Background: an optimization exercise with open tools, aiming at small area, a short achievable clock period and few clock cycles. Do not read the settings as production practice.
Only simulation tests tie the RTL to the original design; equivalence was not proved.

==> design/flow/design.v <==
module gf_mul (
    input  wire [7:0] a,
    input  wire [7:0] b,
    output wire [7:0] p
);
    reg [14:0] c;
    integer i, j;
    always @* begin
        c = 15'd0;
        for (i = 0; i < 8; i = i + 1)
            for (j = 0; j < 8; j = j + 1)
                c[i+j] = c[i+j] ^ (a[i] & b[j]);
    end
    assign p[0] = c[0] ^ c[8] ^ c[12] ^ c[13] ^ c[14];
    assign p[1] = c[1] ^ c[9] ^ c[13] ^ c[14];
    assign p[2] = c[2] ^ c[8] ^ c[10] ^ c[12] ^ c[13];
    assign p[3] = c[3] ^ c[8] ^ c[9] ^ c[11] ^ c[12];
    assign p[4] = c[4] ^ c[8] ^ c[9] ^ c[10] ^ c[14];
    assign p[5] = c[5] ^ c[9] ^ c[10] ^ c[11];
    assign p[6] = c[6] ^ c[10] ^ c[11] ^ c[12];
    assign p[7] = c[7] ^ c[11] ^ c[12] ^ c[13];
endmodule
module gf_inv (
    input  wire [7:0] a,
    output wire [7:0] y
);
    wire [11:0] t;
    gf_inv_a u_a (.a(a), .t(t));
    gf_inv_b u_b (.t(t), .y(y));
endmodule
module gf_inv_a (
    input  wire [7:0]  a,
    output wire [11:0] t
);
    function [3:0] m16(input [3:0] p, input [3:0] q);
        reg [6:0] r;
        begin
            r = ({7{q[0]}} & {3'b000, p}) ^ ({7{q[1]}} & {2'b00, p, 1'b0}) ^
                ({7{q[2]}} & {1'b0, p, 2'b00}) ^ ({7{q[3]}} & {p, 3'b000});
            if (r[6]) r = r ^ 7'b1001100;
            if (r[5]) r = r ^ 7'b0100110;
            if (r[4]) r = r ^ 7'b0010011;
            m16 = r[3:0];
        end
    endfunction
    wire [7:0] c;
    assign c[0] = a[0] ^ a[1] ^ a[2] ^ a[3] ^ a[4] ^ a[6] ^ a[7];
    assign c[1] = a[2] ^ a[3] ^ a[6] ^ a[7];
    assign c[2] = a[2] ^ a[4] ^ a[6];
    assign c[3] = a[3] ^ a[4] ^ a[5] ^ a[6];
    assign c[4] = a[4] ^ a[7];
    assign c[5] = a[1] ^ a[3] ^ a[4];
    assign c[6] = a[2] ^ a[5] ^ a[6];
    assign c[7] = a[5];
    wire [3:0] ch = c[7:4], cl = c[3:0];
    assign t = {ch, cl, m16(m16(ch, ch), 4'd8) ^ m16(ch, cl) ^ m16(cl, cl)};
endmodule
module gf_inv_b (
    input  wire [11:0] t,
    output wire [7:0]  y
);
    function [3:0] m16(input [3:0] p, input [3:0] q);
        reg [6:0] r;
        begin
            r = ({7{q[0]}} & {3'b000, p}) ^ ({7{q[1]}} & {2'b00, p, 1'b0}) ^
                ({7{q[2]}} & {1'b0, p, 2'b00}) ^ ({7{q[3]}} & {p, 3'b000});
            if (r[6]) r = r ^ 7'b1001100;
            if (r[5]) r = r ^ 7'b0100110;
            if (r[4]) r = r ^ 7'b0010011;
            m16 = r[3:0];
        end
    endfunction
    wire [3:0] ch = t[11:8], cl = t[7:4], dd = t[3:0];
    reg  [3:0] di;
    always @* begin
        case (dd)
        4'd0: di = 4'd0;
        4'd1: di = 4'd1;
        4'd2: di = 4'd9;
        4'd3: di = 4'd14;
        4'd4: di = 4'd13;
        4'd5: di = 4'd11;
        4'd6: di = 4'd7;
        4'd7: di = 4'd6;
        4'd8: di = 4'd15;
        4'd9: di = 4'd2;
        4'd10: di = 4'd12;
        4'd11: di = 4'd5;
        4'd12: di = 4'd10;
        4'd13: di = 4'd4;
        4'd14: di = 4'd3;
        4'd15: di = 4'd8;
        default: di = 4'd0;
        endcase
    end
    wire [7:0] e = {m16(ch, di), m16(ch ^ cl, di)};
    assign y[0] = e[0] ^ e[2] ^ e[4] ^ e[5];
    assign y[1] = e[1] ^ e[4] ^ e[5] ^ e[6] ^ e[7];
    assign y[2] = e[1] ^ e[3] ^ e[4] ^ e[7];
    assign y[3] = e[1] ^ e[2] ^ e[4];
    assign y[4] = e[2] ^ e[6] ^ e[7];
    assign y[5] = e[7];
    assign y[6] = e[1] ^ e[3] ^ e[4] ^ e[6];
    assign y[7] = e[2] ^ e[4] ^ e[6] ^ e[7];
endmodule
module gfrs_dec (
    input  wire       clk,
    input  wire       rst,
    input  wire       cmd_valid,
    output wire       cmd_ready,
    input  wire [7:0] cmd_dlen,
    input  wire [4:0] cmd_nsym,
    input  wire       in_valid,
    output wire       in_ready,
    input  wire [7:0] in_data,
    output reg        out_valid,
    output reg  [7:0] out_pos,
    output reg  [7:0] out_mag,
    output reg        done,
    output reg        err,
    output reg  [1:0] cause,
    output reg  [3:0] errcnt,
    output reg        paychg
);
    localparam [1:0] C_OK = 2'd0, C_TOOMANY = 2'd1, C_VERIFY = 2'd2, C_DEGEN = 2'd3;
    genvar g;
    integer k;
    wire [7:0] apow [0:15];
    wire [7:0] ainv [0:8];
    assign apow[0] = 8'h01;
    assign ainv[0] = 8'h01;
    generate
        for (g = 1; g < 16; g = g + 1) begin : g_apow
            assign apow[g] = {apow[g-1][6:0], 1'b0} ^ (apow[g-1][7] ? 8'h1d : 8'h00);
        end
        for (g = 1; g <= 8; g = g + 1) begin : g_ainv
            assign ainv[g] = ainv[g-1][0] ? ({1'b0, ainv[g-1][7:1]} ^ 8'h8e) : {1'b0, ainv[g-1][7:1]};
        end
    endgenerate
    localparam [1:0] A_IDLE = 2'd0, A_RECV = 2'd1, A_FULL = 2'd2;
    reg        a_cmdr, a_inr;
    reg  [7:0] a_dlen;
    reg  [4:0] a_nsym;
    reg        a_new, a_emp, a_got;
    reg  [1:0] a_st;                  
    reg  [7:0] a_rem;                 
    reg        in_tk, in_first, in_last;
    reg  [7:0] in_d;
    reg  [7:0] S [0:15];
    assign cmd_ready = a_cmdr;
    assign in_ready  = a_inr;
    wire [8:0] a_ntot   = {1'b0, a_dlen} + {4'b0000, a_nsym};
    wire       a_ref    = (a_nsym > 5'd16) | a_ntot[8];
    wire       cmd_fire = cmd_valid & a_cmdr;
    wire       take     = in_valid & a_inr;
    wire [7:0] rem_eff  = a_new ? a_ntot[7:0] : (a_rem - {7'd0, in_tk});
    wire       n_one    = ((a_dlen == 8'd1) && (a_nsym == 5'd0)) || ((a_dlen == 8'd0) && (a_nsym == 5'd1));
    wire       rem_one  = a_new ? n_one : (in_tk ? (a_rem == 8'd2) : (a_rem == 8'd1));
    wire       a_cmpl   = (in_tk & in_last) | a_emp;
    wire       b_idle;
    wire       b_ho;
    reg        q_full;
    reg  [7:0] Q [0:15];
    reg  [7:0] q_dlen;
    reg  [4:0] q_nsym;
    reg        q_ref;
    wire       b_take = q_full && b_idle;
    wire       q_free = !q_full || b_idle;
    wire       q_free_nx = !q_full || b_idle || b_ho;
    wire       a_ho = ((a_st == A_RECV && a_cmpl) || a_st == A_FULL) && q_free;
    wire [7:0] S_nx [0:15];
    generate
        for (g = 0; g < 16; g = g + 1) begin : g_syn
            wire [7:0] sp;
            gf_mul u_mul (.a(S[g]), .b(apow[g]), .p(sp));
            assign S_nx[g] = in_tk ? ((in_first ? 8'h00 : sp) ^ in_d) : S[g];
        end
    endgenerate
    reg [1:0] a_st_nx;
    always @* begin
        if (cmd_fire)                      a_st_nx = A_RECV;
        else if (a_ho)                     a_st_nx = A_IDLE;
        else if (a_st == A_RECV && a_cmpl) a_st_nx = A_FULL;
        else                               a_st_nx = a_st;
    end
    always @(posedge clk) begin
        in_d <= in_data;
        if (a_cmdr) begin
            a_dlen <= cmd_dlen;
            a_nsym <= cmd_nsym;
        end
        for (k = 0; k < 16; k = k + 1) S[k] <= S_nx[k];
        a_rem <= rem_eff;
        if (rst) begin
            a_st     <= A_IDLE;
            a_cmdr   <= 1'b1;
            a_inr    <= 1'b0;
            a_new    <= 1'b0;
            a_emp    <= 1'b0;
            a_got    <= 1'b0;
            in_tk    <= 1'b0;
            in_first <= 1'b0;
            in_last  <= 1'b0;
        end else begin
            a_st     <= a_st_nx;
            a_cmdr   <= (a_st_nx == A_IDLE) ||
                        (((a_st_nx == A_FULL) || (take && rem_one)) && q_free_nx);
            a_new    <= cmd_fire;
            a_emp    <= a_new & (a_ref | (a_ntot[7:0] == 8'd0));
            if (cmd_fire)                      a_inr <= 1'b1;
            else if (a_emp || (take && rem_one)) a_inr <= 1'b0;
            if (cmd_fire)  a_got <= 1'b0;
            else if (take) a_got <= 1'b1;
            in_tk    <= take;
            in_first <= take & ~a_got;
            in_last  <= take & rem_one;
        end
    end
    always @(posedge clk) begin
        if (a_ho) begin
            for (k = 0; k < 16; k = k + 1) Q[k] <= S_nx[k];
            q_dlen <= a_dlen;
            q_nsym <= a_nsym;
            q_ref  <= a_ref;
        end
        if (rst)        q_full <= 1'b0;
        else if (a_ho)  q_full <= 1'b1;
        else if (b_take) q_full <= 1'b0;
    end
    localparam [3:0] BI = 4'd0, BD = 4'd1, BDH = 4'd2, BQ = 4'd3, BUH = 4'd4, BUL = 4'd5,
                     BE1 = 4'd6, BE2 = 4'd7, BROT = 4'd8, BOM = 4'd9, BOUT = 4'd10;
    reg  [3:0] b_st;
    reg  [7:0] R  [0:15];             
    reg  [7:0] sg [1:16];             
    reg  [7:0] bs [1:16];             
    reg  [4:0] b_L, b_n;
    reg  [3:0] b_rc;                  
    reg  [7:0] b_binv, b_d, b_q;
    reg  [7:0] b_dlen;
    reg  [4:0] b_nsym;
    reg        b_first;
    reg  [4:0] b_deg;
    reg  [3:0] b_j;
    reg        b_res, b_err, b_degl;
    reg  [1:0] b_cause;
    reg        b_chg, b_hiu;
    reg  [4:0] b_Lnew;
    reg        sel_u, sel_ulo, sel_uhi, sel_dhi, sel_dlo, r0en;
    reg  [8:1] msk;
    reg        b_live;
    assign b_idle = (b_st == BI);
    reg b_szero;
    always @* begin
        b_szero = 1'b1;
        for (k = 0; k < 16; k = k + 1)
            if (k < b_nsym && R[(16 - k) % 16] != 8'h00) b_szero = 1'b0;
    end
    wire       b_dz     = (b_d == 8'h00);
    wire       chg_c    = ({b_L, 1'b0} <= {1'b0, b_n});
    wire [4:0] Lnew_c   = chg_c ? (b_n + 5'd1 - b_L) : b_L;
    wire       hiu_c    = (Lnew_c >= 5'd9);
    wire       b_hid    = (b_L >= 5'd9);
    wire       b_lastit = (b_n + 5'd1 == {1'b0, b_nsym});
    wire [7:0] prod [1:8];
    reg  [7:0] dot;
    generate
        for (g = 1; g <= 8; g = g + 1) begin : g_bmul
            wire [7:0] ma = (bs[g]   & {8{sel_ulo}}) | (bs[g+8] & {8{sel_uhi}}) |
                            (sg[g+8] & {8{sel_dhi}}) | (sg[g]   & {8{msk[g]}});
            wire [7:0] mb = (b_q & {8{sel_u}}) | (R[(g+8) % 16] & {8{sel_dhi}}) |
                            (R[g] & {8{sel_dlo}});
            gf_mul u_mul (.a(ma), .b(mb), .p(prod[g]));
        end
    endgenerate
    always @* begin
        dot = 8'h00;
        for (k = 1; k <= 8; k = k + 1) dot = dot ^ prod[k];
    end
    wire [7:0] dlo = (R[0] & {8{r0en}}) ^ dot;
    wire [7:0] q_c;
    gf_mul u_mul_q (.a(b_d), .b(b_binv), .p(q_c));
    wire [11:0] dinv_t;
    wire [7:0]  dinv;
    reg  [11:0] b_it;
    reg         b_ipend;
    gf_inv_a u_inv_ba (.a(b_d), .t(dinv_t));
    gf_inv_b u_inv_bb (.t(b_it), .y(dinv));
    reg [4:0] sg_deg;
    always @* begin
        sg_deg = 5'd0;
        for (k = 1; k <= 16; k = k + 1)
            if (sg[k] != 8'h00) sg_deg = k[4:0];
    end
    wire c_idle;
    assign b_ho = (b_st == BOUT) && c_idle;
    reg [3:0] b_st_nx;
    always @* begin
        b_st_nx = b_st;
        case (b_st)
        BI:   if (b_take) b_st_nx = q_ref ? BOUT : BD;
        BD:   if (b_first && b_szero) b_st_nx = BOUT;
              else b_st_nx = b_hid ? BDH : BQ;
        BDH:  b_st_nx = BQ;
        BQ:   if (b_dz) b_st_nx = b_lastit ? BE1 : (b_hid ? BDH : BQ);
              else b_st_nx = hiu_c ? BUH : BUL;
        BUH:  b_st_nx = BUL;
        BUL:  b_st_nx = b_lastit ? BE1 : BD;
        BE1:  b_st_nx = BE2;
        BE2:  if ({b_deg, 1'b0} > {1'b0, b_nsym} || b_deg != b_L) b_st_nx = BOUT;
              else b_st_nx = (b_rc != 4'd0) ? BROT : BOM;
        BROT: if (b_rc == 4'd15) b_st_nx = BOM;
        BOM:  if (b_j == 4'd8) b_st_nx = BOUT;
        BOUT: if (c_idle) b_st_nx = BI;
        default: b_st_nx = BI;
        endcase
    end
    wire rot = (b_st == BD && !b_hid) || (b_st == BDH) ||
               (b_st == BQ && b_dz && !b_lastit && !b_hid) ||
               (b_st == BROT) || (b_st == BOM && b_j != 4'd8);
    wire bs_shift = (b_st == BQ && b_dz) || (b_st == BUL && !b_chg);
    always @(posedge clk) begin
        b_q <= q_c;
        if (b_take) begin
            for (k = 0; k < 16; k = k + 1) R[k] <= Q[(16 - k) % 16];
        end else if (rot) begin
            for (k = 0; k < 16; k = k + 1) R[k] <= R[(k + 15) % 16];
        end
        if (rot) b_rc <= b_rc + 4'd1;
        if (b_take) begin
            for (k = 1; k <= 16; k = k + 1) sg[k] <= 8'h00;
        end else if (b_st == BUL) begin
            for (k = 1; k <= 8; k = k + 1) sg[k] <= sg[k] ^ prod[k];
        end else if (b_st == BUH) begin
            for (k = 9; k <= 16; k = k + 1) sg[k] <= sg[k] ^ prod[k-8];
        end
        if (b_take) begin
            for (k = 1; k <= 16; k = k + 1) bs[k] <= (k == 1) ? 8'h01 : 8'h00;
        end else if (bs_shift) begin
            bs[1] <= 8'h00;
            for (k = 2; k <= 16; k = k + 1) bs[k] <= bs[k-1];
        end else if (b_st == BOM) begin
            bs[1] <= b_d;
            for (k = 2; k <= 16; k = k + 1) bs[k] <= bs[k-1];
        end else if (b_st == BUL && b_chg) begin
            bs[1] <= 8'h01;
            for (k = 2; k <= 8; k = k + 1) bs[k] <= sg[k-1];
            if (!b_hiu)
                for (k = 9; k <= 16; k = k + 1) bs[k] <= sg[k-1];
        end else if (b_st == BUH && b_chg) begin
            for (k = 9; k <= 16; k = k + 1) bs[k] <= sg[k-1];
        end
        if (b_st == BDH)
            b_d <= b_d ^ dot;
        else if (b_st == BD || (b_st == BQ && b_dz) || b_st == BOM)
            b_d <= dlo;
        if (b_st == BQ) begin
            b_chg  <= chg_c;
            b_Lnew <= Lnew_c;
            b_hiu  <= hiu_c;
        end
        if (b_st == BUL && b_chg) begin
            b_L    <= b_Lnew;
            b_it   <= dinv_t;
        end
        b_ipend <= (b_st == BUL) && b_chg;
        if (b_ipend) b_binv <= dinv;
        if ((b_st == BQ && b_dz) || b_st == BUL) b_n <= b_n + 5'd1;
        if (b_st == BD) b_first <= 1'b0;
        if (b_st == BE1) begin
            b_deg <= sg_deg;
        end
        if (b_st == BE2) begin
            if ({b_deg, 1'b0} > {1'b0, b_nsym}) begin
                b_cause <= C_TOOMANY;
            end else begin
                b_res  <= 1'b0;
                b_degl <= (b_deg == b_L);
            end
        end
        if (b_st == BD && b_first && b_szero) b_res <= 1'b1;
        if (b_st_nx == BOM) begin
            b_j <= (b_st == BOM) ? b_j + 4'd1 : 4'd0;
        end
        begin : om_ctl
            reg [3:0] jn;
            reg       ln;
            jn = (b_st == BOM) ? b_j + 4'd1 : 4'd0;
            ln = (b_st_nx == BOM) && ({1'b0, jn} < b_deg);
            b_live <= ln;
            r0en   <= (b_st_nx != BOM) || ln;
            for (k = 1; k <= 8; k = k + 1)
                msk[k] <= (b_st_nx == BOM) ? (ln && (k <= jn)) :
                          (b_st_nx != BUL && b_st_nx != BUH && b_st_nx != BDH);
        end
        if (b_take) begin
            b_L     <= 5'd0;
            b_n     <= 5'd0;
            b_rc    <= 4'd0;
            b_binv  <= 8'h01;
            b_dlen  <= q_dlen;
            b_nsym  <= q_nsym;
            b_first <= 1'b1;
            b_res   <= 1'b1;
            b_err   <= q_ref;
            b_cause <= C_OK;
            b_degl  <= 1'b0;
            b_deg   <= 5'd0;
        end
        sel_ulo <= (b_st_nx == BUL);
        sel_uhi <= (b_st_nx == BUH);
        sel_u   <= (b_st_nx == BUL) || (b_st_nx == BUH);
        sel_dhi <= (b_st_nx == BDH);
        sel_dlo <= (b_st_nx != BUL && b_st_nx != BUH && b_st_nx != BDH);
        if (rst) b_st <= BI;
        else     b_st <= b_st_nx;
    end
    localparam [1:0] CS_IDLE = 2'd0, CS_RUN = 2'd1, CS_FIN = 2'd2;
    reg  [1:0] c_st;
    reg  [7:0] ct [1:8];              
    reg  [7:0] ot [0:7];              
    reg  [7:0] c_pos, c_dlen;
    reg  [4:0] c_deg;
    reg  [3:0] c_cnt;
    reg        c_degl, c_bad, c_pay, c_res, c_err;
    reg  [1:0] c_cause;
    reg        p1v, p2v;
    reg        pav;
    reg  [7:0] p1_om, p1_od, pa_om, p2_om, p2_iv;
    reg  [11:0] pa_t;
    reg        p1_lt, pa_lt, p2_lt;       
    reg  [2:0] m_cnt;
    assign c_idle = (c_st == CS_IDLE);
    wire [7:0] ct_nx [1:8];
    wire [7:0] ot_nx [0:7];
    generate
        for (g = 1; g <= 8; g = g + 1) begin : g_cmul
            gf_mul u_mul (.a(ct[g]), .b(ainv[g]), .p(ct_nx[g]));
        end
        for (g = 1; g <= 7; g = g + 1) begin : g_omul
            gf_mul u_mul (.a(ot[g]), .b(ainv[g]), .p(ot_nx[g]));
        end
    endgenerate
    assign ot_nx[0] = ot[0];
    reg [7:0] c_sum, c_odd, c_omv;
    always @* begin
        c_sum = 8'h01;
        c_odd = 8'h00;
        c_omv = 8'h00;
        for (k = 1; k <= 8; k = k + 1) begin
            c_sum = c_sum ^ ct[k];
            if (k % 2 == 1) c_odd = c_odd ^ ct[k];
        end
        for (k = 0; k < 8; k = k + 1) c_omv = c_omv ^ ot[k];
    end
    wire c_root = (c_sum == 8'h00);
    wire c_endr = (c_pos == 8'd0) || (c_root && ({1'b0, c_cnt} + 5'd1 == c_deg));
    wire [11:0] p1_t;
    wire [7:0]  pa_inv, mag;
    gf_inv_a u_inv_ca (.a(p1_od), .t(p1_t));
    gf_inv_b u_inv_cb (.t(pa_t), .y(pa_inv));
    gf_mul u_mul_m (.a(p2_om), .b(p2_iv), .p(mag));
    reg  [7:0] buf_pos [0:7];
    reg  [7:0] buf_mag [0:7];
    wire d_acc;
    wire c_ho = (c_st == CS_FIN) && !p1v && !pav && !p2v && d_acc;
    wire c_ok = (c_cnt == c_deg[3:0]) && !c_deg[4] && !c_bad && c_degl;
    always @(posedge clk) begin
        if (b_ho) begin
            for (k = 1; k <= 8; k = k + 1) ct[k] <= sg[k];
            for (k = 0; k < 8; k = k + 1) ot[k] <= bs[8 - k];
        end else begin
            for (k = 1; k <= 8; k = k + 1) ct[k] <= ct_nx[k];
            for (k = 0; k < 8; k = k + 1) ot[k] <= ot_nx[k];
        end
        p1_om  <= c_omv;
        p1_od  <= c_odd;
        p1_lt  <= (c_pos < c_dlen);
        pa_om  <= p1_om;
        pa_t   <= p1_t;
        pa_lt  <= p1_lt;
        p2_om  <= pa_om;
        p2_iv  <= pa_inv;
        p2_lt  <= pa_lt;
        if (c_st == CS_RUN && c_root) buf_pos[c_cnt[2:0]] <= c_pos;
        if (p2v) begin
            buf_mag[m_cnt] <= mag;
            m_cnt <= m_cnt + 3'd1;
        end
        if (p2v && p2_lt && mag != 8'h00) c_pay <= 1'b1;
        if (c_st == CS_IDLE && b_ho) begin
            c_pos   <= b_dlen + {3'b000, b_nsym} - 8'd1;
            m_cnt   <= 3'd0;
            c_dlen  <= b_dlen;
            c_deg   <= b_deg;
            c_cnt   <= 4'd0;
            c_degl  <= b_degl;
            c_bad   <= 1'b0;
            c_pay   <= 1'b0;
            c_res   <= b_res;
            c_err   <= b_err;
            c_cause <= b_cause;
        end
        if (c_st == CS_RUN) begin
            if (c_root) begin
                c_cnt <= c_cnt + 4'd1;
                if (c_odd == 8'h00) c_bad <= 1'b1;
            end
            c_pos <= c_pos - 8'd1;
        end
        if (rst) begin
            c_st <= CS_IDLE;
            p1v  <= 1'b0;
            pav  <= 1'b0;
            p2v  <= 1'b0;
        end else begin
            p1v <= (c_st == CS_RUN) && c_root;
            pav <= p1v;
            p2v <= pav;
            case (c_st)
            CS_IDLE: if (b_ho) c_st <= (b_res || b_deg == 5'd0) ? CS_FIN : CS_RUN;
            CS_RUN:  if (c_endr) c_st <= CS_FIN;
            CS_FIN:  if (c_ho) c_st <= CS_IDLE;
            default: c_st <= CS_IDLE;
            endcase
        end
    end
    reg        d_busy;
    reg  [3:0] d_k, d_e;
    reg        d_err, d_pay;
    reg  [1:0] d_cause;
    wire       d_last = (d_e == 4'd0) || (d_k + 4'd1 == d_e);
    assign d_acc = !d_busy || d_last;
    always @(posedge clk) begin
        out_pos <= buf_pos[d_k[2:0]];
        out_mag <= buf_mag[d_k[2:0]];
        err     <= d_err;
        cause   <= d_cause;
        errcnt  <= d_e;
        paychg  <= d_pay;
        d_k     <= c_ho ? 4'd0 : d_k + 4'd1;
        if (c_ho) begin
            if (c_res) begin
                d_e     <= 4'd0;
                d_err   <= c_err;
                d_cause <= c_cause;
                d_pay   <= 1'b0;
            end else begin
                d_e     <= c_ok ? c_cnt : 4'd0;
                d_err   <= 1'b0;
                d_cause <= (c_cnt != c_deg[3:0] || c_deg[4]) ? C_TOOMANY :
                           c_bad ? C_DEGEN : !c_degl ? C_VERIFY : C_OK;
                d_pay   <= c_ok && c_pay;
            end
        end
        if (rst) begin
            d_busy    <= 1'b0;
            out_valid <= 1'b0;
            done      <= 1'b0;
        end else begin
            out_valid <= d_busy && (d_e != 4'd0);
            done      <= d_busy && d_last;
            if (c_ho)                   d_busy <= 1'b1;
            else if (d_busy && d_last)  d_busy <= 1'b0;
        end
    end
endmodule
==> design/flow/flow/run.sh <==
#!/bin/bash
# The standard layout (the standard.sh: the standard synthesis, floorplan, placement,
# CTS, routing) with the resizer's setup repair aiming for 11 ns of slack on the 15 ns clock,
# so that it sizes and buffers the critical paths instead of stopping once 15 ns is met.
# The clock period and the constraints are unchanged.
set -euo pipefail
bash standard.sh SETUP_SLACK_MARGIN=11 finish > standard_flow.log 2>&1
==> design/flow/standard.sh <==
#!/bin/bash
# synth_recipe.tcl (not shown) runs the flow's synth.tcl, then flattens the netlist and writes it again
# the make line also repeats each setting of config.mk as NAME=value (left out here)
make -C /OpenROAD-flow-scripts/flow DESIGN_CONFIG=/design/flow/config.mk WORK_HOME=/design/flow/orfs CLKGATE_MAP_FILE= SYNTH_SCRIPT=/design/flow/synth_recipe.tcl "${@:-finish}"
==> design/flow/config.mk <==
export PLATFORM = sky130hd
export DESIGN_NAME = gfrs_dec
export DESIGN_NICKNAME = gfrs_dec
export VERILOG_FILES = /design/flow/design.v
export SDC_FILE = /design/flow/constraint.sdc
export NUM_CORES = 4
export LEC_CHECK = 0
export CAP_MARGIN = 20
export CELL_PAD_IN_SITES_DETAIL_PLACEMENT = 1
export CELL_PAD_IN_SITES_GLOBAL_PLACEMENT = 2
export CORE_MARGIN = 2
export CORE_UTILIZATION = 55
export PLACE_DENSITY = 0.75
export SLEW_MARGIN = 20
==> design/flow/constraint.sdc <==
create_clock -name core_clock -period 15.0 [get_ports {clk}]
set_input_delay 3.0000 -clock core_clock [delete_from_list [all_inputs] [get_ports {clk}]]
set_output_delay 3.0000 -clock core_clock [all_outputs]
set_load 0.01 [all_outputs]
==> results.toml, run 1 <==
[logic_synthesis]
synth_xor_area_share_pct = 21.1
synthSimpleGateAreaFrac_pct = 13.7
syn-num-nets = 7174
synth_cell_types = 77
synth_top_area_share_pct = 22.5
ys.warnings.count = 18
synth_edf_count = 497
syn_inst = 7079
synth_compound_area_share_pct = 12.8
ys_seq_area_share_pct = 43.5
yosys.area.top_type = "edfxtp_1"
avgSynthCellArea_sq_um = 9.35
ys_ff_latch = 1190
synthMuxAreaShare_pct = 4.36
synth_ff_type = "dfxtp_1"
ys_async_sr_fraction_pct = 0
syn_area_sq_um = 66200
synth_fa_ha_area_share_pct = 1.37
synth_top_family_by_area = "XOR/XNOR gates"
yosys-top-cells-area = "edfxtp_1 (23%), dfxtp_1 (21%), xnor2_1 (14%), nand2_1 (5.4%), xor2_1 (5.4%)"

[sta]
rsz0062_at_grt = "yes"
finalCriticalPeriod_ns = 4.35
tightest_slew_ns = 1.20
skew_ns = 0.0494
max_freq_mhz = 230
slew_headroom_pct = 19.0
setup_violations = 0
maxSlewViolCount = 0
fin_crit_sh_pct = 29.0
hold_viol_final = 0
totalNegativeSetupSlack_ns = 0

[critical_path]
startpoint_type = "register"
cp.arrival_ns = 1.35
crit_path_end_kind = "output pin"
crit_type = "register to output pin"
required_ns = 12.00
cp_max_fo = 2

[detailed_routing]
wire_per_inst_microns = 27.6
ant_nets = 0
dr.pass1.iters = 8
vias = 54700
totalWireLength_mm = 242
viasPerCell = 6.24
drcViolationCount = 0
drt_iter0_drc = 5913

[floorplanning]
core_sq_um = 120000
row_count = 127
die_w_microns = 351
dieArea_sq_um = 123000
die_h_microns = 351
start_util_pct = 55.3
io_pins = 53

[cts]
clkTransAtPathRegs_ns = 0.06
cts_tree = "yes"
insertion_delay_ns = 0.82
clockRootBuffer = "clkbuf_16"
htree_levels = 4
numCtsBuffers = 132
cts_sinks = 1190
clk_path_buf_depth = 3

[layout]
layout.nets = 7132
mostFrequentLayoutCells = "xnor2_1 (1024), nand2_1 (948), nor2_1 (731)"
final_cells = 8761
mostFrequentLayoutCell = "xnor2_1"
drive_above_1_share_pct = 10.4
diodes = 0
syn_to_final_growth_pct = 12.5

[global_routing]
grtUsageTotal_pct = 37.9
grt_pass1_vias = 55200
grt_pass1_wl_mm = 353
antenna_found_initial = 2
grt_max_degree = 121
overflow = 0

[job]
drv_cap = 0

[min_path]
holdCritPathClass = "register to register"

[placement]
dp_hpwl_mm = 163
gp_congestion = 0.933
placed_cells = 8436
port-buffer-count = 52

[status]
status = "finished clean"
[routing by layer]
layer / global-route usage, % / wire length, microns
met3: 6.50 / 17900
met5: 0 / 0
met2: 61.0 / 113000
met1: 48.2 / 96100
met4: 21.9 / 15100
[critical path: stages, from the launching register on]
cell,delay (ns)
dfxtp_2,0.32
buf_8,0.12
buf_6,0.11
[logic make-up after synthesis]
family | after synthesis
mux | 240
flops | 1190
fa+ha+maj | 71
simple gates | 2128
compound gates | 1373
buf+inv | 552
xor+xnor | 1525
[per-stage QoR]
| stage | worst slack [ns] | cell area (sq um) | hold slack [ns] | utilization (%) |
|---|---|---|---|---|
| after global placement | 10.16 | 68100 | 0.311 | 56.9 |
| after CTS | 10.61 | 73500 | 0.325 | 61.4 |
| after detailed placement | 10.07 | 68100 | 0.313 | 56.9 |
| final | 10.65 | 74500 | 0.328 | 62.2 |
| after global routing | 10.63 | 74500 | 0.330 | 62.2 |
| after floorplan | 11.18 | 66200 | 0.310 | - |
[area by class of cell]
type	count	area [sq um]
Inverter	111	442
Clock inverter	61	807
Sequential cell	1190	28900
Timing Repair Buffer	259	2350
Multi-Input combinational cell	5343	36300
Tap cell	1612	2020
Fill cell	13000	45200
Clock buffer	185	3660
[cells in the mapped netlist (all sizes together), types with 138 or more instances]
cell type,n
a211oi,154
a21oi,659
a22oi,138
clkbuf,352
dfxtp,693
edfxtp,497
mux2i,176
nand2,952
nor2,736
o21ai,202
xnor2,1081
xor2,409
[repair_timing]
action / 4_1_cts / 5_1_grt
buffers inserted: 44 / 26
pin swaps: 16 / 33
gates cloned: 3 / 6
setup endpoints to repair: 338 / 389
resized for setup: 259 / 117
hold buffers: 0 / 0
[flip-flops by register name, summed over array words and instances (netlist names), 12 cells and up]
| name | flops |
|---|---|
| ot | 64 |
| Q | 128 |
| S | 128 |
| sg | 128 |
| b_it | 12 |
| bs | 128 |
| buf_mag | 64 |
| ct | 64 |
| R | 128 |
| buf_pos | 64 |
[worst paths after layout]
kind / start / endpoint / slack, ns / cells after the start
worst min-delay path: pa_om[4] / p2_om[4] / 0.33 / 0
worst max register to register: R[14][0] / msk[7] / 10.99 / 10
worst max-delay path: a_cmdr / cmd_ready / 10.65 / 2
worst min register to register: pa_om[4] / p2_om[4] / 0.33 / 0
Testbench counts, summed over its fixed seeds: cycles 29,007.
==> inputs of run 2 (changes only) <==
--- a/design/flow/design.v
+++ b/design/flow/design.v
@@ -129,2 +129,3 @@
     wire [7:0] ainv [0:8];
+    wire [7:0] ainv2 [0:8];           
     assign apow[0] = 8'h01;
@@ -138,2 +139,5 @@
         end
+        for (g = 0; g <= 8; g = g + 1) begin : g_ainv2
+            gf_mul u_sq (.a(ainv[g]), .b(ainv[g]), .p(ainv2[g]));
+        end
     endgenerate
@@ -230,3 +234,3 @@
     localparam [3:0] BI = 4'd0, BD = 4'd1, BDH = 4'd2, BQ = 4'd3, BUH = 4'd4, BUL = 4'd5,
-                     BE1 = 4'd6, BE2 = 4'd7, BROT = 4'd8, BOM = 4'd9, BOUT = 4'd10;
+                     BE1 = 4'd6, BROT = 4'd8, BOM = 4'd9, BOUT = 4'd10;
     reg  [3:0] b_st;
@@ -249,3 +253,2 @@
     reg  [8:1] msk;
-    reg        b_live;
     assign b_idle = (b_st == BI);
@@ -288,6 +291,14 @@
     reg [4:0] sg_deg;
+    reg       b_gfail, b_degeq;
     always @* begin
-        sg_deg = 5'd0;
-        for (k = 1; k <= 16; k = k + 1)
+        sg_deg  = 5'd0;
+        b_gfail = 1'b0;
+        b_degeq = (b_L == 5'd0);
+        for (k = 1; k <= 16; k = k + 1) begin
             if (sg[k] != 8'h00) sg_deg = k[4:0];
+            if (sg[k] != 8'h00 && 2 * k > b_nsym) b_gfail = 1'b1;
+            if (sg[k] != 8'h00 && k == b_L) b_degeq = 1'b1;
+        end
+        for (k = 1; k <= 16; k = k + 1)
+            if (sg[k] != 8'h00 && k > b_L) b_degeq = 1'b0;
     end
@@ -307,4 +318,3 @@
         BUL:  b_st_nx = b_lastit ? BE1 : BD;
-        BE1:  b_st_nx = BE2;
-        BE2:  if ({b_deg, 1'b0} > {1'b0, b_nsym} || b_deg != b_L) b_st_nx = BOUT;
+        BE1:  if (b_gfail || !b_degeq) b_st_nx = BOUT;
               else b_st_nx = (b_rc != 4'd0) ? BROT : BOM;
@@ -316,2 +326,7 @@
     end
+    wire nx_ul = (b_st == BQ && !b_dz && !hiu_c) || (b_st == BUH);
+    wire nx_uh = (b_st == BQ && !b_dz && hiu_c);
+    wire nx_dh = (b_st == BD && !(b_first && b_szero) && b_hid) ||
+                 (b_st == BQ && b_dz && !b_lastit && b_hid);
+    wire om_nx = (b_st == BE1) || (b_st == BROT && b_rc == 4'd15) || (b_st == BOM && b_j != 4'd8);
     wire rot = (b_st == BD && !b_hid) || (b_st == BDH) ||
@@ -370,5 +385,3 @@
             b_deg <= sg_deg;
-        end
-        if (b_st == BE2) begin
-            if ({b_deg, 1'b0} > {1'b0, b_nsym}) begin
+            if (b_gfail) begin
                 b_cause <= C_TOOMANY;
@@ -376,3 +389,3 @@
                 b_res  <= 1'b0;
-                b_degl <= (b_deg == b_L);
+                b_degl <= b_degeq;
             end
@@ -380,5 +393,3 @@
         if (b_st == BD && b_first && b_szero) b_res <= 1'b1;
-        if (b_st_nx == BOM) begin
-            b_j <= (b_st == BOM) ? b_j + 4'd1 : 4'd0;
-        end
+        b_j <= (b_st == BOM) ? b_j + 4'd1 : 4'd0;
         begin : om_ctl
@@ -387,8 +398,6 @@
             jn = (b_st == BOM) ? b_j + 4'd1 : 4'd0;
-            ln = (b_st_nx == BOM) && ({1'b0, jn} < b_deg);
-            b_live <= ln;
-            r0en   <= (b_st_nx != BOM) || ln;
+            ln = om_nx && ({1'b0, jn} < b_L);    
+            r0en <= !om_nx || ln;
             for (k = 1; k <= 8; k = k + 1)
-                msk[k] <= (b_st_nx == BOM) ? (ln && (k <= jn)) :
-                          (b_st_nx != BUL && b_st_nx != BUH && b_st_nx != BDH);
+                msk[k] <= om_nx ? (ln && (k <= jn)) : !(nx_ul || nx_uh || nx_dh);
         end
@@ -408,7 +417,7 @@
         end
-        sel_ulo <= (b_st_nx == BUL);
-        sel_uhi <= (b_st_nx == BUH);
-        sel_u   <= (b_st_nx == BUL) || (b_st_nx == BUH);
-        sel_dhi <= (b_st_nx == BDH);
-        sel_dlo <= (b_st_nx != BUL && b_st_nx != BUH && b_st_nx != BDH);
+        sel_ulo <= nx_ul;
+        sel_uhi <= nx_uh;
+        sel_u   <= nx_ul || nx_uh;
+        sel_dhi <= nx_dh;
+        sel_dlo <= !(nx_ul || nx_uh || nx_dh);
         if (rst) b_st <= BI;
@@ -432,26 +441,47 @@
     assign c_idle = (c_st == CS_IDLE);
-    wire [7:0] ct_nx [1:8];
-    wire [7:0] ot_nx [0:7];
+    wire [7:0] ct1 [1:8];             
+    wire [7:0] ct2 [1:8];             
+    wire [7:0] ot1 [0:7];
+    wire [7:0] ot2 [0:7];
     generate
         for (g = 1; g <= 8; g = g + 1) begin : g_cmul
-            gf_mul u_mul (.a(ct[g]), .b(ainv[g]), .p(ct_nx[g]));
+            gf_mul u_mul1 (.a(ct[g]), .b(ainv[g]), .p(ct1[g]));
+            gf_mul u_mul2 (.a(ct[g]), .b(ainv2[g]), .p(ct2[g]));
         end
         for (g = 1; g <= 7; g = g + 1) begin : g_omul
-            gf_mul u_mul (.a(ot[g]), .b(ainv[g]), .p(ot_nx[g]));
+            gf_mul u_mul1 (.a(ot[g]), .b(ainv[g]), .p(ot1[g]));
+            gf_mul u_mul2 (.a(ot[g]), .b(ainv2[g]), .p(ot2[g]));
         end
     endgenerate
-    assign ot_nx[0] = ot[0];
-    reg [7:0] c_sum, c_odd, c_omv;
+    assign ot1[0] = ot[0];
+    assign ot2[0] = ot[0];
+    reg [7:0] c_sum0, c_odd0, c_omv0, c_sum1, c_odd1, c_omv1;
     always @* begin
-        c_sum = 8'h01;
-        c_odd = 8'h00;
-        c_omv = 8'h00;
+        c_sum0 = 8'h01;
+        c_odd0 = 8'h00;
+        c_omv0 = 8'h00;
+        c_sum1 = 8'h01;
+        c_odd1 = 8'h00;
+        c_omv1 = 8'h00;
         for (k = 1; k <= 8; k = k + 1) begin
-            c_sum = c_sum ^ ct[k];
-            if (k % 2 == 1) c_odd = c_odd ^ ct[k];
+            c_sum0 = c_sum0 ^ ct[k];
+            c_sum1 = c_sum1 ^ ct1[k];
+            if (k % 2 == 1) begin
+                c_odd0 = c_odd0 ^ ct[k];
+                c_odd1 = c_odd1 ^ ct1[k];
+            end
+        end
+        for (k = 0; k < 8; k = k + 1) begin
+            c_omv0 = c_omv0 ^ ot[k];
+            c_omv1 = c_omv1 ^ ot1[k];
         end
-        for (k = 0; k < 8; k = k + 1) c_omv = c_omv ^ ot[k];
     end
-    wire c_root = (c_sum == 8'h00);
-    wire c_endr = (c_pos == 8'd0) || (c_root && ({1'b0, c_cnt} + 5'd1 == c_deg));
+    wire c_r0   = (c_sum0 == 8'h00);
+    wire c_r1   = (c_sum1 == 8'h00) && (c_pos != 8'd0);
+    wire c_dbl  = c_r0 & c_r1;
+    wire c_root = c_r0 | c_r1;
+    wire [7:0] c_odd  = c_r0 ? c_odd0 : c_odd1;
+    wire [7:0] c_omv  = c_r0 ? c_omv0 : c_omv1;
+    wire [7:0] c_rpos = c_r0 ? c_pos : c_pos - 8'd1;
+    wire c_endr = ((c_pos <= 8'd1) && !c_dbl) || (c_root && ({1'b0, c_cnt} + 5'd1 == c_deg));
     wire [11:0] p1_t;
@@ -471,4 +501,4 @@
         end else begin
-            for (k = 1; k <= 8; k = k + 1) ct[k] <= ct_nx[k];
-            for (k = 0; k < 8; k = k + 1) ot[k] <= ot_nx[k];
+            for (k = 1; k <= 8; k = k + 1) ct[k] <= c_dbl ? ct1[k] : ct2[k];
+            for (k = 0; k < 8; k = k + 1) ot[k] <= c_dbl ? ot1[k] : ot2[k];
         end
@@ -476,3 +506,3 @@
         p1_od  <= c_odd;
-        p1_lt  <= (c_pos < c_dlen);
+        p1_lt  <= (c_rpos < c_dlen);
         pa_om  <= p1_om;
@@ -483,3 +513,3 @@
         p2_lt  <= pa_lt;
-        if (c_st == CS_RUN && c_root) buf_pos[c_cnt[2:0]] <= c_pos;
+        if (c_st == CS_RUN && c_root) buf_pos[c_cnt[2:0]] <= c_rpos;
         if (p2v) begin
@@ -507,3 +537,3 @@
             end
-            c_pos <= c_pos - 8'd1;
+            c_pos <= c_pos - (c_dbl ? 8'd1 : 8'd2);
         end
==> run 2 against run 1 <==
  * Still clean
  * Cell count rose by 7.1%
  * Flip-flop and latch count unchanged
  * First-iteration DRC count fell by 6.7%
  * Clock-buffer cell count grew 2
  * Critical path type unchanged
  * Largest cell class unchanged
  * Highest routed layer unchanged
==> results.toml, run 2 <==
[placement]
placed_cells = 9054
dp_hpwl_mm = 176
gp_congestion = 0.930
port-buffer-count = 52

[layout]
layout.nets = 7703
drive_above_1_share_pct = 9.95
syn_to_final_growth_pct = 11.7
final_cells = 9381
mostFrequentLayoutCell = "xnor2_1"
diodes = 0
mostFrequentLayoutCells = "xnor2_1 (1201), nor2_1 (1021), nand2_1 (945)"

[cts]
clk_path_buf_depth = 3
numCtsBuffers = 136
clockRootBuffer = "clkbuf_16"
insertion_delay_ns = 0.82
cts_sinks = 1190
cts_tree = "yes"
htree_levels = 4
clkTransAtPathRegs_ns = 0.07

[floorplanning]
die_w_microns = 362
start_util_pct = 55.3
dieArea_sq_um = 131000
io_pins = 53
row_count = 131
die_h_microns = 362
core_sq_um = 128000

[critical_path]
cp_cell_sequence = "buf_6"
cp_num_cells = 1
crit_path_end_kind = "output pin"
crit_type = "register to output pin"
cp.arrival_ns = 1.28
required_ns = 12.00
rr_worst_depth = 14
rrSetupSlack_ns = 10.91
cp_slowest_cell = "dfxtp_4"
cp_max_fo = 2
startpoint_type = "register"
worst_path_largest_cell_delay_ns = 0.35
cp_top_family = "flip-flops"
critPathBufInv = 1

[logic_synthesis]
ys_seq_area_share_pct = 40.8
synth.most_common_cell = "xnor2_1"
syn-num-nets = 7842
synth_common_cells = "xnor2_1 (1255), nor2_1 (1027), nand2_1 (951)"
ys_async_sr_fraction_pct = 0
synth_cell_types = 78
syn_inst = 7747
syn_area_sq_um = 70600
yosys-top-cells-area = "edfxtp_1 (21%), dfxtp_1 (20%), xnor2_1 (16%), xor2_1 (6.3%), nor2_1 (5.5%)"
yosys.area.top_type = "edfxtp_1"
avgSynthCellArea_sq_um = 9.11
ys.warnings.count = 18
ys_ff_latch = 1190
synth_edf_count = 493
synth_ff_type = "dfxtp_1"
synth_top_area_share_pct = 21.0

[min_path]
holdCritPathClass = "register to register"
min_path_cells = 0

[detailed_routing]
ant_nets = 0
wire_per_inst_microns = 27.5
vias = 58000
viasPerCell = 6.18
dr.pass1.iters = 10
totalWireLength_mm = 258
drt_iter0_drc = 5514
drcViolationCount = 0

[sta]
maxSlewViolCount = 0
max_freq_mhz = 233
skew_ns = 0.0525
tightest_slew_ns = 1.21
rsz0062_at_grt = "yes"
hold_viol_final = 0
finalCriticalPeriod_ns = 4.28
slew_headroom_pct = 19.1
fin_crit_sh_pct = 28.6
totalNegativeSetupSlack_ns = 0
setup_violations = 0

[global_routing]
grt_pass1_wl_mm = 380
overflow = 0
antenna_found_initial = 2
grt_pass1_vias = 59100
grtUsageTotal_pct = 38.2
grt_max_degree = 121

[job]
drv_cap = 0

[status]
status = "finished clean"
## run 2: cell types whose count changed after synthesis, sizes merged, moves of 21 or more
cell and change:
mux2i +31, nor2 +291, a22oi -54, buf +22, a22o +25, xnor2 +188
a21oi -158, xor2 +103, o21ai +97, a221oi +24, o22ai +23, clkbuf +94
o221a -23, a21o -21
## run 2: layer usage
metal	up-vias	track usage (%)	routed length [microns]
li1	25900	-	-
met1	29000	47.4	102000
met2	2369	62.5	121000
met3	746	5.76	16300
met4	0	24.0	19000
met5	-	0	0
## run 2: worst paths after layout
kind / startpoint / endpoint
min: pa_om[7] / p2_om[7]
min reg2reg: pa_om[7] / p2_om[7]
max reg2reg: ct[1][2] / c_pos[4]
max: a_cmdr / cmd_ready
## run 2: repair_timing
item                                    CTS  global route
endpoints found under the setup margin  565           521
resized for setup                       258           132
pin swaps                                 9            29
hold buffers                              0             0
gates cloned                              2             6
setup buffers                            38            32
## run 2: per-stage QoR
stage          setup WS, ns  hold slack (ns)  utilization, %  instance area (sq um)
2_1_floorplan          8.47            0.310               -                  70700
3_3_place_gp           9.75            0.313            56.6                  72200
3_5_place_dp           9.53            0.313            56.7                  72300
4_1_cts               10.68            0.296            61.0                  77800
5_1_grt               10.69            0.316            61.8                  78800
6_report              10.72            0.296            61.8                  78800
## run 2: logic make-up after synthesis
family / after synthesis / share of synthesized area [%]
compound gates: 1307 / 11.5
flops: 1190 / 40.8
mux: 275 / 4.55
xor+xnor: 1832 / 23.9
simple gates: 2408 / 14.2
fa+ha+maj: 72 / 1.31
buf+inv: 663 / 3.78
## run 2: final cells by class
| type | count | area (sq um) |
|---|---|---|
| Clock inverter | 62 | 878 |
| Inverter | 106 | 415 |
| Fill cell | 14200 | 48700 |
| Sequential cell | 1190 | 28900 |
| Tap cell | 1662 | 2080 |
| Clock buffer | 187 | 3740 |
| Timing Repair Buffer | 278 | 2580 |
| Multi-Input combinational cell | 5896 | 40300 |
Testbench counts of run 2, summed over its fixed seeds: cycles 26,861.
==> inputs of run 3 (changes only) <==
--- a/design/flow/config.mk
+++ b/design/flow/config.mk
@@ -12,2 +12,4 @@
 export CORE_UTILIZATION = 55
+export CTS_CLUSTER_DIAMETER = 100
+export CTS_CLUSTER_SIZE = 20
 export PLACE_DENSITY = 0.75
==> run 3 against run 2 <==
  * Global-route usage shrank 1.3 points
  * Design area shrank 3.0%
  * Via count shrank 1.5%
  * Clock skew shrank 0.025 ns
  * Register-to-register slack lost 0.04 ns
  * Clock-buffer cell count shrank 73
==> results.toml, run 3 <==
[sta]
totalNegativeSetupSlack_ns = 0
fin_crit_sh_pct = 27.9
setup_violations = 0
hold_viol_final = 0
skew_ns = 0.0273
maxSlewViolCount = 0
finalCriticalPeriod_ns = 4.18
rsz0062_at_grt = "yes"
slew_headroom_pct = 25.4
max_freq_mhz = 239
tightest_slew_ns = 1.11

[critical_path]
cp_cell_sequence = "buf_6"
crit_path_end_kind = "output pin"
cp_slowest_cell = "dfxtp_4"
cp.arrival_ns = 1.18
crit_type = "register to output pin"
rrSetupSlack_ns = 10.87
rr_worst_depth = 10
cp_top_family = "flip-flops"
r2r_start = "R[4][4]"
worst_path_largest_cell_delay_ns = 0.36
required_ns = 12.00
startpoint_type = "register"
cp_num_cells = 1
cp_max_fo = 2
critPathBufInv = 1
timing.rr.end = "msk[5]"

[logic_synthesis]
synth_fa_ha_area_share_pct = 1.31
synth_ff_type = "dfxtp_1"
synth_common_cells = "xnor2_1 (1255), nor2_1 (1027), nand2_1 (951)"
ys_async_sr_fraction_pct = 0
synthSimpleGateAreaFrac_pct = 14.2
ys_seq_area_share_pct = 40.8
syn-num-nets = 7842
syn_inst = 7747
synthMuxAreaShare_pct = 4.55
synth_top_family_by_area = "XOR/XNOR gates"
synth_edf_count = 493
synth_compound_area_share_pct = 11.5
ys.warnings.count = 18
yosys.area.top_type = "edfxtp_1"
synth_cell_types = 78
avgSynthCellArea_sq_um = 9.11
yosys-top-cells-area = "edfxtp_1 (21%), dfxtp_1 (20%), xnor2_1 (16%), xor2_1 (6.3%), nor2_1 (5.5%)"
synth_xor_area_share_pct = 23.9
ys_ff_latch = 1190
synth_top_area_share_pct = 21.0
syn_area_sq_um = 70600
synth.most_common_cell = "xnor2_1"

[layout]
mostFrequentLayoutCells = "xnor2_1 (1207), nor2_1 (1022), nand2_1 (946)"
design_area_sq_um = 76400
syn_to_final_growth_pct = 8.33
layout.nets = 7646
drive_above_1_share_pct = 8.59
final_util_pct = 60.0
mostFrequentLayoutCell = "xnor2_1"
fill_cells = 14300

[floorplanning]
die_h_microns = 362
io_pins = 53
core_sq_um = 128000
row_count = 131
start_util_pct = 55.3
die_w_microns = 362
dieArea_sq_um = 131000

[detailed_routing]
wire_per_inst_microns = 27.2
drcViolationCount = 0
vias = 57200
viasPerCell = 6.17
dr.pass1.iters = 10
totalWireLength_mm = 252
drt_iter0_drc = 5561
ant_nets = 0

[global_routing]
antenna_found_initial = 1
grt_pass1_vias = 57300
grtUsageTotal_pct = 36.9
overflow = 0
grt_pass1_wl_mm = 369
grt_max_degree = 121

[cts]
numCtsBuffers = 72
clkTransAtPathRegs_ns = 0.08
cts_sinks = 1190
clockRootBuffer = "clkbuf_16"
clk_path_buf_depth = 3
cts_tree = "yes"
htree_levels = 3
insertion_delay_ns = 0.72

[job]
drv_cap = 0

[placement]
place_area_sq_um = 72300
gp_congestion = 0.930
dp_hpwl_mm = 176
port-buffer-count = 52

[min_path]
min_from = "pa_om[6]"
min_path_cells = 0
hold_path_end = "p2_om[6]"
holdCritPathClass = "register to register"

[status]
status = "finished clean"
run 3: cell counts after synthesis:
Identical to the previous run, type by type.
run 3: metal layers:
metal / part of all wire, % / global-route usage, % / up-vias
li1: - / - / 25800
met1: 40 / 46.7 / 28600
met2: 47 / 60.9 / 2102
met3: 6.0 / 4.63 / 657
met4: 6.8 / 20.8 / 0
met5: 0 / 0 / -
run 3: kinds of logic (layout without fill, tap and decap cells):
family,count (synthesis),after routing
DFF,1190,1190
and+or+nand+nor,2408,2409
AOI/OAI and AO/OA,1307,1308
muxes,275,275
xor gates and xnor gates,1832,1832
other,0,3
buffers and inverters,663,518
adders and majority gates,72,72
run 3: worst max-delay path by stage:
stage                   from        end  slack [ns]
finish                a_cmdr  cmd_ready       10.82
global placement    ct[5][2]   ot[6][2]        9.75
floorplan             b_n[0]    R[0][0]        8.47
detailed placement  ct[5][2]   ot[6][2]        9.53
CTS                   a_cmdr  cmd_ready       10.77
global route        ct[5][6]      p1_lt       10.78
run 3: layout make-up:
class | instances | area (sq um) | share of cell area [%]
flip-flops and latches | 1190 | 28900 | 37.8
well taps | 1662 | 2080 | 2.72
diodes | 3 | 7.51 | 0.00982
clock buffers | 114 | 2000 | 2.62
repair buffers | 285 | 2650 | 3.47
multi-input cells | 5896 | 40200 | 52.6
clock inverters | 13 | 204 | 0.267
inverters | 106 | 415 | 0.543
run 3: through the flow:
step           instances  worst slack [ns]  hold WS (ns)
5_1_grt             9266             10.78         0.344
4_1_cts             9216             10.77         0.333
3_3_place_gp        9052              9.75         0.313
2_1_floorplan       7747              8.47         0.310
6_report            9269             10.82         0.335
3_5_place_dp        9054              9.53         0.313
run 3: repair_timing:
action | 4_1_cts | 5_1_grt
gates resized for setup | 254 | 118
endpoints found under the setup margin | 574 | 518
buffers inserted | 33 | 43
hold buffers | 0 | 0
gates cloned | 2 | 7
pin swaps | 8 | 26
==> inputs of run 4 (changes only) <==
==> design/flow/config.mk (replaced) <==
export PLATFORM = sky130hd
export DESIGN_NAME = gfrs_dec
export DESIGN_NICKNAME = gfrs_dec
export VERILOG_FILES = /design/flow/design.v
export SDC_FILE = /design/flow/constraint.sdc
export NUM_CORES = 4
export LEC_CHECK = 0
export CAP_MARGIN = 20
export CELL_PAD_IN_SITES_DETAIL_PLACEMENT = 0
export CELL_PAD_IN_SITES_GLOBAL_PLACEMENT = 1
export CORE_MARGIN = 2
export CORE_UTILIZATION = 60
export CTS_CLUSTER_DIAMETER = 100
export CTS_CLUSTER_SIZE = 20
export PLACE_DENSITY = 0.8
export SLEW_MARGIN = 20
==> run 4 against run 3 <==
  * Cell count is 1.6% lower
  * Still clean
  * Critical path type unchanged
  * Design area is 0.42% lower
  * First-iteration DRC count increased by 8.6%
==> results.toml, run 4 <==
[global_routing]
grt_pass1_vias = 51400
grtUsageTotal_pct = 35.2
grt_pass1_wl_mm = 325
antenna_found_initial = 3
grt_max_degree = 200
overflow = 0

[critical_path]
worst_path_largest_cell_delay_ns = 0.36
critPathBufInv = 1
cp.arrival_ns = 1.16
cp_top_family = "flip-flops"
rr_worst_depth = 13
cp_cell_sequence = "buf_6"
rrSetupSlack_ns = 10.89
required_ns = 12.00
cp-startpoint = "a_cmdr"
crit_type = "register to output pin"
startpoint_type = "register"
timing.rr.end = "b_d[0]"
r2r_start = "sel_dhi"
crit_path_end_kind = "output pin"
cp_slowest_cell = "dfxtp_4"
cp_max_fo = 2

[detailed_routing]
vias = 54900
ant_nets = 0
drcViolationCount = 0
dr.pass1.iters = 14
viasPerCell = 6.02
drt_iter0_drc = 6041
wire_per_inst_microns = 24.0
totalWireLength_mm = 219

[logic_synthesis]
synth.most_common_cell = "xnor2_1"
synth_edf_count = 493
synth_top_family_by_area = "XOR/XNOR gates"
ys.warnings.count = 18
yosys-top-cells-area = "edfxtp_1 (21%), dfxtp_1 (20%), xnor2_1 (16%), xor2_1 (6.3%), nor2_1 (5.5%)"
synth_top_area_share_pct = 21.0
synthSimpleGateAreaFrac_pct = 14.2
syn_area_sq_um = 70600
synth_cell_types = 78
ys_seq_area_share_pct = 40.8
yosys.area.top_type = "edfxtp_1"
synth_ff_type = "dfxtp_1"
synth_xor_area_share_pct = 23.9
ys_ff_latch = 1190
syn_inst = 7747
avgSynthCellArea_sq_um = 9.11
syn-num-nets = 7842
ys_async_sr_fraction_pct = 0
synthMuxAreaShare_pct = 4.55
synth_common_cells = "xnor2_1 (1255), nor2_1 (1027), nand2_1 (951)"
synth_fa_ha_area_share_pct = 1.31
synth_compound_area_share_pct = 11.5

[sta]
tightest_slew_ns = 1.09
totalNegativeSetupSlack_ns = 0
setup_violations = 0
layout_setup_ws_ns = 10.84
finalCriticalPeriod_ns = 4.16
skew_ns = 0.0278
slew_headroom_pct = 27.3
hold_viol_final = 0
max_freq_mhz = 240
fin_crit_sh_pct = 27.7
maxSlewViolCount = 0
rsz0062_at_grt = "yes"

[placement]
placed_cells = 8904
port-buffer-count = 52
gp_congestion = 0.942
place_ws_ns = 10.11
dp_hpwl_mm = 156

[cts]
htree_levels = 3
cts_sinks = 1190
clk_path_buf_depth = 3
clkTransAtPathRegs_ns = 0.09
numCtsBuffers = 71
cts_tree = "yes"
hold_buffers = 0
clockRootBuffer = "clkbuf_16"
insertion_delay_ns = 0.70

[job]
drv_cap = 0

[min_path]
holdCritPathClass = "register to register"
min_from = "pa_om[6]"
min_path_cells = 0
hold_path_end = "p2_om[6]"

[floorplanning]
die_h_microns = 347
core_sq_um = 116000
row_count = 125
io_pins = 53
dieArea_sq_um = 120000
die_w_microns = 347
start_util_pct = 60.6

[layout]
layout.nets = 7641
fill_cells = 9671
final_cells = 9121
mostFrequentLayoutCell = "xnor2_1"
drive_above_1_share_pct = 8.61
syn_to_final_growth_pct = 7.87
mostFrequentLayoutCells = "xnor2_1 (1187), nor2_1 (1019), nand2_1 (947)"

[status]
status = "finished clean"
## run 4: cell counts after synthesis
Identical to the previous run, type by type.
## run 4: final cells by class
class                      count  area (sq um)  area share, %
multi-input combinational   5899         40400           53.1
sequential                  1190         28900           37.9
timing repair buffer         277          2370           3.11
clock buffer                 110          1990           2.61
tap                         1524          1910           2.50
inverter                     106           424          0.557
clock inverter                12           140          0.184
timing repair inverter         1          8.76         0.0115
antenna                        2          5.00        0.00657
## run 4: layer usage
metal | vias up | GRT usage, % | part of all wire (%)
met3 | 560 | 4.78 | 7.2
met1 | 26300 | 46.4 | 41
met2 | 2282 | 56.6 | 46
li1 | 25700 | - | -
met4 | 4 | 18.3 | 6.1
met5 | - | 0 | 0.011
## run 4: worst reg2reg max path: stages (launching register included)
cell	delay, ns
dfxtp_4	0.44
buf_12	0.21
a222oi_1	0.56
buf_4	0.26
a21oi_1	0.07
xor2_1	0.19
xnor2_1	0.23
xnor3_1	0.35
xor2_1	0.37
xnor2_2	0.17
xnor2_1	0.17
xnor2_1	0.39
xnor2_1	0.19
xnor2_2	0.30
## run 4: kinds of logic (layout without fill, tap and decap cells)
family,Yosys count,in the layout
AND/OR/NAND/NOR,2408,2412
multiplexers,275,275
AO/OA/AOI/OAI,1307,1308
other,0,2
XOR/XNOR,1832,1832
buffers and inverters,663,506
flip-flops,1190,1190
adder cells (fa/ha/maj),72,72
## run 4: metrics by stage
stage	utilization, %	instance area, sq um	hold slack, ns
after detailed placement	61.9	72000	0.313
after global placement	61.8	71900	0.314
after floorplan	-	70700	0.310
after global routing	65.4	76100	0.334
after CTS	64.3	74800	0.329
final	65.4	76100	0.328
## run 4: worst max-delay path by stage
stage	to	slack, ns	cells after the start
detailed placement	bs[15][2]	10.11	7
global route	cmd_ready	10.80	1
floorplan	R[0][0]	8.47	9
finish	cmd_ready	10.84	1
CTS	cmd_ready	10.82	1
global placement	ot[6][2]	10.05	12
## run 4: timing repair
item / 4_1_cts / 5_1_grt
endpoints found under the setup margin: 501 / 388
buffers inserted: 38 / 47
gates cloned: 4 / 4
pin swaps: 17 / 34
gates resized for setup: 212 / 163
==> inputs of run 5 (changes only) <==
==> design/flow/flow/run.sh (replaced) <==
#!/bin/bash
# The standard layout (the standard.sh: the standard synthesis, floorplan, placement,
# CTS, routing) with the resizer's setup repair aiming for 11.2 ns of slack on the 15 ns clock,
# so that it sizes and buffers the critical paths instead of stopping once 15 ns is met.
# The clock period and the constraints are unchanged.
set -euo pipefail
bash standard.sh SETUP_SLACK_MARGIN=11.2 finish > standard_flow.log 2>&1
==> run 5 against run 4 <==
  * Die area did not move
  * Clock skew rose by 0.0099 ns
==> results.toml, run 5 <==
[global_routing]
met3_usage_pct = 5.02
grt_use_met1_pct = 46.9
grt_pass1_wl_mm = 328
overflow = 0
antenna_found_initial = 4
grt_pass1_vias = 52100
grt.met2_usage_pct = 55.7
grt_max_degree = 121
grtUsageTotal_pct = 35.4
grt.busiest_layer = "met2"

[cts]
cts_tree = "yes"
numCtsBuffers = 70
clk_path_buf_depth = 3
clockRootBuffer = "clkbuf_16"
cts_sinks = 1190
insertion_delay_ns = 0.72
clkTransAtPathRegs_ns = 0.08
htree_levels = 3

[placement]
place_area_sq_um = 72100
gp_congestion = 0.952
port-buffer-count = 52
dp_hpwl_mm = 155

[logic_synthesis]
yosys.area.top_type = "edfxtp_1"
synth_top_area_share_pct = 21.0
syn-num-nets = 7842
syn_area_sq_um = 70600
synth_edf_count = 493
syn_inst = 7747
yosys-top-cells-area = "edfxtp_1 (21%), dfxtp_1 (20%), xnor2_1 (16%), xor2_1 (6.3%), nor2_1 (5.5%)"
ys_seq_area_share_pct = 40.8
synth_common_cells = "xnor2_1 (1255), nor2_1 (1027), nand2_1 (951)"
synth_ff_type = "dfxtp_1"
ys_ff_latch = 1190
synth.most_common_cell = "xnor2_1"
synth_cell_types = 78
avgSynthCellArea_sq_um = 9.11
ys_async_sr_fraction_pct = 0
ys.warnings.count = 18

[critical_path]
cp_max_fo = 2
cp-startpoint = "a_cmdr"
cp_top_family = "flip-flops"
r2r_start = "sel_dhi"
worst_path_largest_cell_delay_ns = 0.36
cp.arrival_ns = 1.17
startpoint_type = "register"
cp_slowest_cell = "dfxtp_4"
crit_path_end_kind = "output pin"
critPathBufInv = 1
cp_cell_sequence = "buf_6"
crit_type = "register to output pin"
required_ns = 12.00

[floorplanning]
die_w_microns = 347
dieArea_sq_um = 120000
io_pins = 53
die_h_microns = 347
core_sq_um = 116000
row_count = 125
start_util_pct = 60.6

[layout]
drive_above_1_share_pct = 10.2
syn_to_final_growth_pct = 9.37
mostFrequentLayoutCells = "xnor2_1 (1155), nor2_1 (1018), nand2_1 (946)"
layout.nets = 7699
mostFrequentLayoutCell = "xnor2_1"
design_area_sq_um = 77200

[sta]
finalCriticalPeriod_ns = 4.17
hold_viol_final = 0
rsz0062_at_grt = "yes"
maxSlewViolCount = 0
slew_headroom_pct = 28.0
setup_violations = 0
fin_crit_sh_pct = 27.8
max_freq_mhz = 240
skew_ns = 0.0378
tightest_slew_ns = 1.07
totalNegativeSetupSlack_ns = 0

[detailed_routing]
drt_iter0_drc = 5963
drcViolationCount = 0
vias = 55200
ant_nets = 0
dr.pass1.iters = 10
wire_per_inst_microns = 23.9
viasPerCell = 6.02
totalWireLength_mm = 219

[min_path]
min_from = "p1_om[1]"
holdCritPathClass = "register to register"

[status]
status = "finished clean"

[job]
drv_cap = 0
[run 5: cell counts after synthesis]
No cell type changed its count.
[run 5: logic make-up (layout without fill, tap and decap cells)]
family	Yosys count	after routing	synth area share, %
and+or+nand+nor	2408	2411	14.2
adders and majority gates	72	72	1.31
DFF	1190	1190	40.8
xor gates and xnor gates	1832	1832	23.9
AOI/OAI and AO/OA	1307	1308	11.5
muxes	275	275	4.55
other	0	1	0
buffers and inverters	663	561	3.78
[run 5: area by class of cell]
type	instances	area [sq um]
multi-input combinational	5898	40900
fill	9570	39200
sequential	1190	28900
timing repair buffer	337	2950
clock buffer	107	1910
tap	1524	1910
inverter	106	427
clock inverter	10	178
timing repair inverter	1	8.76
antenna	1	2.50
[run 5: worst paths after layout]
path	end	depth (start not counted)	slack, ns
worst max-delay path	cmd_ready	1	10.83
worst min-delay path	pa_om[1]	0	0.33
worst max register to register	b_d[2]	13	11.14
worst min register to register	pa_om[1]	0	0.33
[run 5: worst reg2reg max path, stage by stage, from the launching register on]
cell,delay (ns)
dfxtp_4,0.44
buf_12,0.19
a222oi_1,0.54
buf_4,0.26
a21oi_1,0.06
xnor2_1,0.18
xnor3_1,0.41
xnor3_2,0.28
xor2_2,0.22
xnor2_2,0.37
xnor2_1,0.19
xnor2_1,0.16
xnor2_1,0.16
xnor2_1,0.11
[run 5: timing repair]
| item | 4_1_cts | 5_1_grt |
|---|---|---|
| pin swaps | 25 | 68 |
| hold buffers | 0 | 0 |
| gates resized for setup | 280 | 193 |
| cloned | 4 | 4 |
| buffers inserted | 54 | 77 |
| setup endpoints to repair | 619 | 447 |
[run 5: stage by stage]
step	utilization, %	hold slack, ns	cells	setup WS (ns)
2_1_floorplan	-	0.310	7747	8.47
3_3_place_gp	62.0	0.310	8912	9.58
3_5_place_dp	62.0	0.312	8917	9.45
6_report	66.3	0.332	9174	10.83
4_1_cts	64.9	0.331	9092	10.79
5_1_grt	66.3	0.338	9173	10.80
[run 5: layer usage]
| layer | part of all wire (%) | wire length (microns) |
|---|---|---|
| met1 | 40 | 88300 |
| met2 | 45 | 99400 |
| met3 | 7.5 | 16500 |
| met4 | 6.8 | 14900 |
| met5 | 0.022 | 49 |

## re-timing with driven ports
The flow's constraints put no driver on any port. The routed layouts listed below were extracted and timed again, unchanged, in two steps. Step 1, drivers: a clkbuf_16 drives clk and a buf_2 each remaining input, both assumed. Step 2 times the ports against the registers' clock, not the clock port: input delays grow and output delays shrink by t, the midpoint of the rising clock arrivals with the driver on. Three values: ideal, step 1, step 2; two values: the first two.
| run | t, ns | setup WS [ns] | worst hold slack (ns) | worst setup path at the end | slew at the worst register clock pin (ns) |
|---|---|---|---|---|---|
| run 1 | 0.871 | 10.647 / 10.571 / 10.679 | 0.328 / 0.328 / 0.328 | input to register | 0.07 / 0.07 |
| run 2 | 0.871 | 10.715 / 10.637 / 10.417 | 0.296 / 0.296 / 0.296 | input to register | 0.07 / 0.07 |
| run 3 | 0.791 | 10.817 / 10.736 / 10.540 | 0.335 / 0.335 / 0.335 | input to register | 0.10 / 0.10 |
| run 4 | 0.768 | 10.842 / 10.763 / 10.612 | 0.328 / 0.328 / 0.328 | input to register | 0.10 / 0.10 |
| run 5 | 0.784 | 10.833 / 10.749 / 10.612 | 0.332 / 0.332 / 0.332 | input to register | 0.09 / 0.09 |
After both steps setup and hold are still met in every run listed. For run 2, which loses most, drivers alone change the setup slack by -0.078 ns; drivers and shift together by -0.298 ns.
